From an optimization exercise on the open Yosys and OpenROAD flow, aimed at small area, a short achievable clock period and few clock cycles; shortcuts taken in it are not production practice.
Where RTL was checked, it was by simulation tests only, not by an equivalence proof against the original.

==> inputs of v35 <==
## m3pcs_can_core
module m3pcs_can_core (
    input  wire        clk,
    input  wire        rst,
    input  wire        rx_valid,
    input  wire [10:0] rx_id,
    input  wire [3:0]  rx_len,
    input  wire [63:0] rx_data,
    output wire        rx_ready,
    input  wire        cmd_valid,
    input  wire [1:0]  cmd_op,        
    output wire        cmd_ready,
    input  wire        cad_en,
    input  wire [3:0]  in_opcode,
    input  wire [15:0] in_vtgt_raw,
    input  wire [15:0] in_pwr_w,
    input  wire        in_chg_active,
    output wire        tx_valid,
    output reg  [10:0] tx_id,
    output reg  [3:0]  tx_len,
    output reg  [63:0] tx_data,
    input  wire        tx_ready,
    output wire [7:0]  vm_mode,
    output wire [15:0] vm_vbus,
    output wire [15:0] vm_vset,
    output wire [15:0] vm_pmax,
    output wire [3:0]  vm_ilim_code,
    output wire [4:0]  vm_ilim_a,
    output wire        vm_en,
    output wire [13:0] acv_raw,
    output wire [9:0]  aci_raw,
    output wire [11:0] dcdc_i_raw,
    output wire [11:0] hvv_raw,
    output wire [9:0]  lvv_raw,
    output wire [63:0] alertm_raw,
    output wire [63:0] alertl_raw
);
==> module m3pcs_can_core, before the edit <==
module m3pcs_can_core (
    input  wire        clk,
    input  wire        rst,
    input  wire        rx_valid,
    input  wire [10:0] rx_id,
    input  wire [3:0]  rx_len,
    input  wire [63:0] rx_data,
    output wire        rx_ready,
    input  wire        cmd_valid,
    input  wire [1:0]  cmd_op,        
    output wire        cmd_ready,
    input  wire        cad_en,
    input  wire [3:0]  in_opcode,
    input  wire [15:0] in_vtgt_raw,
    input  wire [15:0] in_pwr_w,
    input  wire        in_chg_active,
    output wire        tx_valid,
    output reg  [10:0] tx_id,
    output reg  [3:0]  tx_len,
    output reg  [63:0] tx_data,
    input  wire        tx_ready,
    output wire [7:0]  vm_mode,
    output wire [15:0] vm_vbus,
    output wire [15:0] vm_vset,
    output wire [15:0] vm_pmax,
    output wire [3:0]  vm_ilim_code,
    output wire [4:0]  vm_ilim_a,
    output wire        vm_en,
    output wire [13:0] acv_raw,
    output wire [9:0]  aci_raw,
    output wire [11:0] dcdc_i_raw,
    output wire [11:0] hvv_raw,
    output wire [9:0]  lvv_raw,
    output wire [63:0] alertm_raw,
    output wire [63:0] alertl_raw
);
    localparam OP_DRAIN  = 2'd0;
    localparam OP_TICK1  = 2'd1;
    localparam OP_TICK50 = 2'd2;
    reg        tx_vld;           
    reg        idle;             
    reg [3:0]  row;              
    reg [3:0]  tk_one, tk_ten;   
    reg [1:0]  alt;
    reg [3:0]  ctr;
    assign tx_valid  = tx_vld;
    assign cmd_ready = idle;
    wire fire    = cmd_valid && idle;
    wire f_drain;
    pcs_cmdd u_cmdd (.valid(cmd_valid), .idle(idle), .op(cmd_op), .drain(f_drain));
    wire f_t1    = fire && (cmd_op == OP_TICK1);
    wire f_t50   = fire && (cmd_op == OP_TICK50);
    pcs_rxq u_rxq (
        .clk(clk), .rst(rst),
        .enq_valid(rx_valid), .drain(f_drain),
        .ready(rx_ready)
    );
    pcs_dec u_dec (
        .clk(clk), .rst(rst),
        .enq_valid(rx_valid), .enq_ready(rx_ready), .ent_id(rx_id), .ent_data(rx_data), .drain(f_drain),
        .vm_mode(vm_mode), .vm_vbus(vm_vbus), .vm_vset(vm_vset), .vm_pmax(vm_pmax),
        .vm_ilim_code(vm_ilim_code), .vm_ilim_a(vm_ilim_a), .vm_en(vm_en),
        .acv_raw(acv_raw), .aci_raw(aci_raw), .dcdc_i_raw(dcdc_i_raw),
        .hvv_raw(hvv_raw), .lvv_raw(lvv_raw),
        .alertm_raw(alertm_raw), .alertl_raw(alertl_raw)
    );
    wire       t1_five  = (tk_one == 4'd5);
    wire       t1_any   = t1_five || (tk_one == 4'd0 && tk_ten < 4'd5);
    wire [3:0] t1_first = t1_five         ? 4'd0
                        : (tk_ten == 4'd0) ? 4'd4
                        : (tk_ten == 4'd1) ? 4'd7
                        : (tk_ten == 4'd2) ? 4'd9
                        : (tk_ten == 4'd3) ? 4'd11 : 4'd13;
    wire       sends    = cad_en && ((cmd_op == OP_TICK1 && t1_any) || cmd_op == OP_TICK50);
    wire       last     = (row == 4'd2) || (row == 4'd3) || (row == 4'd6) || (row == 4'd8) ||
                          (row == 4'd10) || (row == 4'd12) || (row == 4'd14);
    wire [3:0] nrow = tx_vld ? row + 4'd1 : (cmd_op[1] ? 4'd3 : t1_first);
    wire       load = !tx_vld || tx_ready;
    wire [10:0] f_id;
    wire [3:0]  f_len;
    wire [63:0] f_data;
    pcs_enc u_enc (
        .row(nrow), .alt_flags(alt), .ctr(ctr),
        .in_opcode(in_opcode), .in_vtgt_raw(in_vtgt_raw),
        .in_pwr_w(in_pwr_w), .in_chg_active(in_chg_active),
        .f_id(f_id), .f_len(f_len), .f_data(f_data)
    );
    always @(posedge clk) begin
        if (load) begin
            row     <= nrow;
            tx_id   <= f_id;
            tx_len  <= f_len;
            tx_data <= f_data;
        end
    end
    always @(posedge clk) begin
        if (rst) begin
            tx_vld <= 1'b0;
            idle   <= 1'b1;
            tk_one <= 4'd0;
            tk_ten <= 4'd0;
            alt    <= 2'b00;
            ctr    <= 4'd0;
        end else begin
            if (!tx_vld) begin
                tx_vld <= fire && sends;
                idle   <= !(fire && sends);
            end else if (tx_ready) begin
                tx_vld <= !last;
                idle   <= last;
            end
            if (f_t1) begin
                if (!cad_en) begin
                    tk_one <= 4'd0;
                    tk_ten <= 4'd0;
                end else if (tk_one == 4'd9) begin
                    tk_one <= 4'd0;
                    tk_ten <= (tk_ten == 4'd9) ? 4'd0 : tk_ten + 4'd1;
                end else begin
                    tk_one <= tk_one + 4'd1;
                end
                if (cad_en && tk_one == 4'd0 && tk_ten == 4'd0)
                    alt[0] <= ~alt[0];
                if (cad_en && tk_one == 4'd0 && tk_ten == 4'd2)
                    alt[1] <= ~alt[1];
            end
            if (f_t50 && cad_en)
                ctr <= ctr + 4'd1;
        end
    end
endmodule
==> module pcs_rxq, before the edit <==
module pcs_rxq (
    input  wire clk,
    input  wire rst,
    input  wire enq_valid,      
    input  wire drain,          
    output wire ready           
);
    reg [4:0] cnt;
    reg       rdy;
    wire      acc;              
    assign ready = rdy;
    assign acc   = enq_valid & rdy;
    always @(posedge clk) begin
        if (rst) begin
            cnt <= 5'd0;
            rdy <= 1'b1;
        end else if (drain) begin
            cnt <= {4'd0, acc};
            rdy <= 1'b1;
        end else if (acc) begin
            cnt <= cnt + 5'd1;
            rdy <= (cnt != 5'd19);
        end
    end
endmodule
==> module pcs_dec, before the edit <==
module pcs_dec (
    input  wire        clk,
    input  wire        rst,
    input  wire        enq_valid,    
    input  wire        enq_ready,    
    input  wire [10:0] ent_id,
    input  wire [63:0] ent_data,
    input  wire        drain,        
    output reg  [7:0]  vm_mode,
    output reg  [15:0] vm_vbus,
    output reg  [15:0] vm_vset,
    output reg  [15:0] vm_pmax,
    output reg  [3:0]  vm_ilim_code,
    output reg  [4:0]  vm_ilim_a,
    output reg         vm_en,
    output reg  [13:0] acv_raw,
    output reg  [9:0]  aci_raw,
    output reg  [11:0] dcdc_i_raw,
    output reg  [11:0] hvv_raw,
    output reg  [9:0]  lvv_raw,
    output reg  [63:0] alertm_raw,
    output wire [63:0] alertl_raw
);
    reg [7:0]  p_mode;
    reg [15:0] p_vbus, p_vset, p_pmax;
    reg [3:0]  p_ilim;
    reg        p_en;
    reg [13:0] p_acv;
    reg [9:0]  p_aci;
    reg [11:0] p_dcdci, p_hvv;
    reg [9:0]  p_lvv;
    reg [63:0] p_alm;
    reg [63:8] p_all;
    reg [63:8] all_hi;
    assign alertl_raw = {all_hi, 8'h00};
    wire id_vm, id_ac, id_dc, id_alm, id_all;
    pcs_idm u_idm (
        .valid(enq_valid), .ready(enq_ready), .id(ent_id), .b0(ent_data[7:0]),
        .vm(id_vm), .ac(id_ac), .dc(id_dc), .alm(id_alm), .all(id_all)
    );
    wire [3:0] en_code = ent_data[59:56];
    always @(posedge clk) begin
        if (rst) begin
            p_mode <= 8'd0;
            p_en   <= 1'b0;
        end else if (id_vm) begin
            p_mode <= ent_data[7:0];
            if (en_code == 4'hA)
                p_en <= 1'b1;
            else if (en_code == 4'hC)
                p_en <= 1'b0;
        end
    end
    always @(posedge clk) begin
        if (id_vm) begin
            p_vbus <= ent_data[23:8];
            p_vset <= ent_data[39:24];
            p_pmax <= ent_data[55:40];
            p_ilim <= ent_data[63:60];
        end
        if (id_ac) begin
            p_acv <= ent_data[13:0];
            p_aci <= ent_data[23:14];
        end
        if (id_dc) begin
            p_dcdci <= ent_data[11:0];
            p_hvv   <= ent_data[23:12];
            p_lvv   <= ent_data[33:24];
        end
        if (id_alm)
            p_alm <= ent_data;
        if (id_all)
            p_all <= ent_data[63:8];
    end
    always @(posedge clk) begin
        if (rst) begin
            vm_mode <= 8'd0;
            vm_en   <= 1'b0;
        end else if (drain) begin
            vm_mode <= p_mode;
            vm_en   <= p_en;
        end
    end
    always @(posedge clk) begin
        if (drain) begin
            vm_vbus      <= p_vbus;
            vm_vset      <= p_vset;
            vm_pmax      <= p_pmax;
            vm_ilim_code <= p_ilim;
            vm_ilim_a    <= {1'b0, p_ilim} + 5'd1;
            acv_raw      <= p_acv;
            aci_raw      <= p_aci;
            dcdc_i_raw   <= p_dcdci;
            hvv_raw      <= p_hvv;
            lvv_raw      <= p_lvv;
            alertm_raw   <= p_alm;
            all_hi       <= p_all;
        end
    end
endmodule
==> module pcs_idm, before the edit <==
module pcs_idm (
    input  wire        valid,
    input  wire        ready,
    input  wire [10:0] id,
    input  wire [7:0]  b0,
    output wire        vm,
    output wire        ac,
    output wire        dc,
    output wire        alm,
    output wire        all
);
    wire acc = valid && ready;
    assign vm  = acc && (id == 11'h10A);
    assign ac  = acc && (id == 11'h201);
    assign dc  = acc && (id == 11'h202);
    assign alm = acc && (id == 11'h204);
    assign all = acc && (id == 11'h205) && (b0 == 8'h00);
endmodule
==> module pcs_cmdd, before the edit <==
module pcs_cmdd (
    input  wire       valid,
    input  wire       idle,
    input  wire [1:0] op,
    output wire       drain
);
    assign drain = valid && idle && (op == 2'd0);
endmodule
export LEC_CHECK = 0
export CAP_MARGIN = 20
export CORE_MARGIN = 2
export CORE_UTILIZATION = 40
export CTS_CLUSTER_DIAMETER = 100
export CTS_CLUSTER_SIZE = 24
export PLACE_DENSITY = 0.6
export SLEW_MARGIN = 20
export SYNTH_HIERARCHICAL = 1
export SYNTH_MINIMUM_KEEP_SIZE = 0
create_clock -name core_clock -period 10.0 [get_ports {clk}]
standard.sh (not shown) runs the stock make flow with config.mk's settings and CLKGATE_MAP_FILE= SYNTH_SCRIPT=/design/flow/synth_recipe.tcl, a recipe that flattens the netlist after the stock synthesis.
==> flow/flow/run.sh <==
#!/bin/bash
set -e
bash standard.sh finish \
  SETUP_SLACK_MARGIN=7.0 \
  "BUFFER_PORTS_ARGS=-buffer_cell sky130_fd_sc_hd__buf_1" > standard.log 2>&1
==> v19: changes against v35 <==
--- a/flow/design.v
+++ b/flow/design.v
@@ -234,3 +234,2 @@
     wire f_t1    = fire && (cmd_op == OP_TICK1);
-    wire f_t50   = fire && (cmd_op == OP_TICK50);
     pcs_rxq u_rxq (
@@ -259,4 +258,5 @@
                           (row == 4'd10) || (row == 4'd12) || (row == 4'd14);
-    wire [3:0] nrow = tx_vld ? row + 4'd1 : (cmd_op[1] ? 4'd3 : t1_first);
-    wire       load = !tx_vld || tx_ready;
+    wire       taken = tx_vld && tx_ready;
+    wire [3:0] nrow  = tx_vld ? (tx_ready ? row + 4'd1 : row)
+                              : (cmd_op[1] ? 4'd3 : t1_first);
     wire [10:0] f_id;
@@ -271,8 +271,6 @@
     always @(posedge clk) begin
-        if (load) begin
-            row     <= nrow;
-            tx_id   <= f_id;
-            tx_len  <= f_len;
-            tx_data <= f_data;
-        end
+        row     <= nrow;
+        tx_id   <= f_id;
+        tx_len  <= f_len;
+        tx_data <= f_data;
     end
@@ -304,8 +302,8 @@
                 end
-                if (cad_en && tk_one == 4'd0 && tk_ten == 4'd0)
-                    alt[0] <= ~alt[0];
-                if (cad_en && tk_one == 4'd0 && tk_ten == 4'd2)
-                    alt[1] <= ~alt[1];
             end
-            if (f_t50 && cad_en)
+            if (taken && row == 4'd4)
+                alt[0] <= ~alt[0];
+            if (taken && row == 4'd9)
+                alt[1] <= ~alt[1];
+            if (taken && row == 4'd3)
                 ctr <= ctr + 4'd1;
==> flow/flow/run.sh (replaced) <==
#!/bin/bash
set -e
bash standard.sh finish \
  SETUP_SLACK_MARGIN=6.8 \
  "BUFFER_PORTS_ARGS=-buffer_cell sky130_fd_sc_hd__buf_1" > standard.log 2>&1
--- a/flow/config.mk
+++ b/flow/config.mk
@@ -9,6 +9,6 @@
 export CORE_MARGIN = 2
-export CORE_UTILIZATION = 40
+export CORE_UTILIZATION = 60
 export CTS_CLUSTER_DIAMETER = 100
 export CTS_CLUSTER_SIZE = 24
-export PLACE_DENSITY = 0.6
+export PLACE_DENSITY = 0.75
 export SLEW_MARGIN = 20
@@ -16 +16,2 @@
 export SYNTH_MINIMUM_KEEP_SIZE = 0
+export TNS_END_PERCENT = 25
==> v13: changes against v35 <==
--- a/flow/design.v
+++ b/flow/design.v
@@ -5,3 +5,4 @@
     input  wire drain,          
-    output wire ready           
+    output wire ready,          
+    output wire acc             
 );
@@ -9,3 +10,2 @@
     reg       rdy;
-    wire      acc;              
     assign ready = rdy;
@@ -28,4 +28,3 @@
     input  wire        rst,
-    input  wire        enq_valid,    
-    input  wire        enq_ready,    
+    input  wire        acc,          
     input  wire [10:0] ent_id,
@@ -60,7 +59,10 @@
     assign alertl_raw = {all_hi, 8'h00};
-    wire id_vm, id_ac, id_dc, id_alm, id_all;
-    pcs_idm u_idm (
-        .valid(enq_valid), .ready(enq_ready), .id(ent_id), .b0(ent_data[7:0]),
-        .vm(id_vm), .ac(id_ac), .dc(id_dc), .alm(id_alm), .all(id_all)
-    );
+    wire z_hi   = ~(ent_id[10] | ent_id[7] | ent_id[6]) & ~(ent_id[5] | ent_id[4]);
+    wire g_vm   = ~ent_id[9] & ent_id[8] & ent_id[3] & ~ent_id[2] & ent_id[1] & ~ent_id[0];
+    wire g_20   = ent_id[9] & ~ent_id[8] & ~ent_id[3];
+    wire id_vm  = z_hi & g_vm;
+    wire id_ac  = z_hi & g_20 & (ent_id[2:0] == 3'd1);
+    wire id_dc  = z_hi & g_20 & (ent_id[2:0] == 3'd2);
+    wire id_alm = z_hi & g_20 & (ent_id[2:0] == 3'd4);
+    wire id_all = z_hi & g_20 & (ent_id[2:0] == 3'd5) & ~|ent_data[7:0];
     wire [3:0] en_code = ent_data[59:56];
@@ -70,3 +72,3 @@
             p_en   <= 1'b0;
-        end else if (id_vm) begin
+        end else if (acc && id_vm) begin
             p_mode <= ent_data[7:0];
@@ -79,3 +81,3 @@
     always @(posedge clk) begin
-        if (id_vm) begin
+        if (acc && id_vm) begin
             p_vbus <= ent_data[23:8];
@@ -85,3 +87,3 @@
         end
-        if (id_ac) begin
+        if (acc && id_ac) begin
             p_acv <= ent_data[13:0];
@@ -89,3 +91,3 @@
         end
-        if (id_dc) begin
+        if (acc && id_dc) begin
             p_dcdci <= ent_data[11:0];
@@ -94,5 +96,5 @@
         end
-        if (id_alm)
+        if (acc && id_alm)
             p_alm <= ent_data;
-        if (id_all)
+        if (acc && id_all)
             p_all <= ent_data[63:8];
@@ -125,20 +127,2 @@
 endmodule
-module pcs_idm (
-    input  wire        valid,
-    input  wire        ready,
-    input  wire [10:0] id,
-    input  wire [7:0]  b0,
-    output wire        vm,
-    output wire        ac,
-    output wire        dc,
-    output wire        alm,
-    output wire        all
-);
-    wire acc = valid && ready;
-    assign vm  = acc && (id == 11'h10A);
-    assign ac  = acc && (id == 11'h201);
-    assign dc  = acc && (id == 11'h202);
-    assign alm = acc && (id == 11'h204);
-    assign all = acc && (id == 11'h205) && (b0 == 8'h00);
-endmodule
 module pcs_enc (
@@ -231,6 +215,6 @@
     wire fire    = cmd_valid && idle;
-    wire f_drain;
-    pcs_cmdd u_cmdd (.valid(cmd_valid), .idle(idle), .op(cmd_op), .drain(f_drain));
+    wire f_drain = fire && (cmd_op == OP_DRAIN);
     wire f_t1    = fire && (cmd_op == OP_TICK1);
     wire f_t50   = fire && (cmd_op == OP_TICK50);
+    wire acc;
     pcs_rxq u_rxq (
@@ -238,3 +222,3 @@
         .enq_valid(rx_valid), .drain(f_drain),
-        .ready(rx_ready)
+        .ready(rx_ready), .acc(acc)
     );
@@ -242,3 +226,3 @@
         .clk(clk), .rst(rst),
-        .enq_valid(rx_valid), .enq_ready(rx_ready), .ent_id(rx_id), .ent_data(rx_data), .drain(f_drain),
+        .acc(acc), .ent_id(rx_id), .ent_data(rx_data), .drain(f_drain),
         .vm_mode(vm_mode), .vm_vbus(vm_vbus), .vm_vset(vm_vset), .vm_pmax(vm_pmax),
@@ -314,9 +298 @@
 endmodule
-module pcs_cmdd (
-    input  wire       valid,
-    input  wire       idle,
-    input  wire [1:0] op,
-    output wire       drain
-);
-    assign drain = valid && idle && (op == 2'd0);
-endmodule
==> flow/flow/run.sh (replaced) <==
#!/bin/bash
# The standard layout (standard.sh), with two changes to how it is made:
# the port buffers are buf_2 cells instead of the delay cell that buffer_ports
# picks by default, and setup repair aims for 7 ns of slack at the design's
# 10 ns period. The tools' output goes to standard.log.
set -e
bash standard.sh finish \
  SETUP_SLACK_MARGIN=7 \
  "BUFFER_PORTS_ARGS=-buffer_cell sky130_fd_sc_hd__buf_2" > standard.log 2>&1
--- a/flow/config.mk
+++ b/flow/config.mk
@@ -10,7 +10,3 @@
 export CORE_UTILIZATION = 40
-export CTS_CLUSTER_DIAMETER = 100
-export CTS_CLUSTER_SIZE = 24
 export PLACE_DENSITY = 0.6
 export SLEW_MARGIN = 20
-export SYNTH_HIERARCHICAL = 1
-export SYNTH_MINIMUM_KEEP_SIZE = 0
==> results.sh <==
export IMPL_crit_path_end="tx_valid"
export IMPL_drt_vias_per_instance=5.37
export IMPL_status="no timing/DRC/antenna violations"
export IMPL_setup_ws_ns=6.74
export IMPL_fin_crit_ns=3.26
export IMPL_taps=402
export IMPL_max_slew_margin_rel=0.561
export IMPL_critical_path_max_stage_delay_ns=0.50
export IMPL_drive_gt1_frac=0.0828
export IMPL_yosys_area_share_xor_xnor=0.00986
export IMPL_multi_input_area_share=0.121
export IMPL_yosysUniqueCellTypes=78
export IMPL_pg_comb_mw=0.278
the above is filed under v19

==> results.sh <==
export IMPL_setup_ws_ns=6.52
export IMPL_status="no timing/DRC/antenna violations"
export IMPL_yosys_area_share_xor_xnor=0.00716
export IMPL_drt_vias_per_instance=4.99
export IMPL_drive_gt1_frac=0.462
export IMPL_yosysUniqueCellTypes=73
export IMPL_taps=622
export IMPL_multi_input_area_share=0.108
export IMPL_max_slew_margin_rel=0.329
export IMPL_fin_crit_ns=3.48
export IMPL_crit_path_end="u_dec.p_alm[2]"
the above is filed under v13

==> results.sh <==
export IMPL_drt_vias_per_instance=4.86
export IMPL_pg_comb_mw=0.457
export IMPL_fin_crit_ns=3.22
export IMPL_setup_ws_ns=6.78
export IMPL_max_slew_margin_rel=0.477
export IMPL_drive_gt1_frac=0.337
export IMPL_yosys_area_share_xor_xnor=0.00815
export IMPL_ant_nets=0
export IMPL_critical_path_max_stage_delay_ns=0.46
export IMPL_taps=672
export IMPL_synth_top_family_by_area="simple AND/OR/NAND/NOR gates"
export IMPL_status="no timing/DRC/antenna violations"
export IMPL_yosysUniqueCellTypes=81
the above is filed under v35

Testbench counts of v35, summed over its fixed seeds: cycles 5,661.
Testbench counts of v19, summed over its fixed seeds: cycles 5,661.
The RTL of v13 was laid out without a check of its function.

## separate check: timing with driven ports
The flow's constraints put no driver on any port. The routed layouts listed below were extracted and timed again, unchanged, in two steps.
Step 1, drivers: a clkbuf_16 drives clk and a buf_2 each remaining input, both assumed.
Step 2 moves the port delays by t, midway between the first and last clock arrival at a register: inputs arrive t later, outputs are due t later. That takes back most of the time a late clock gives input paths.
Three values: ideal ports, drivers, drivers and shift; two values: the first two.
run | t, ns | setup slack, ns | cell pins on the clock port's net
v35 | 0.645 | 6.783 / 6.727 / 6.197 | 1
v19 | 0.603 | 6.745 / 6.699 / 6.194 | 1
v13 | 0.647 | 6.519 / 6.540 / 5.894 | 1
After both steps every run listed still meets setup and hold. For v13, which loses most, drivers alone change the setup slack by +0.021 ns; drivers and shift together by -0.625 ns.
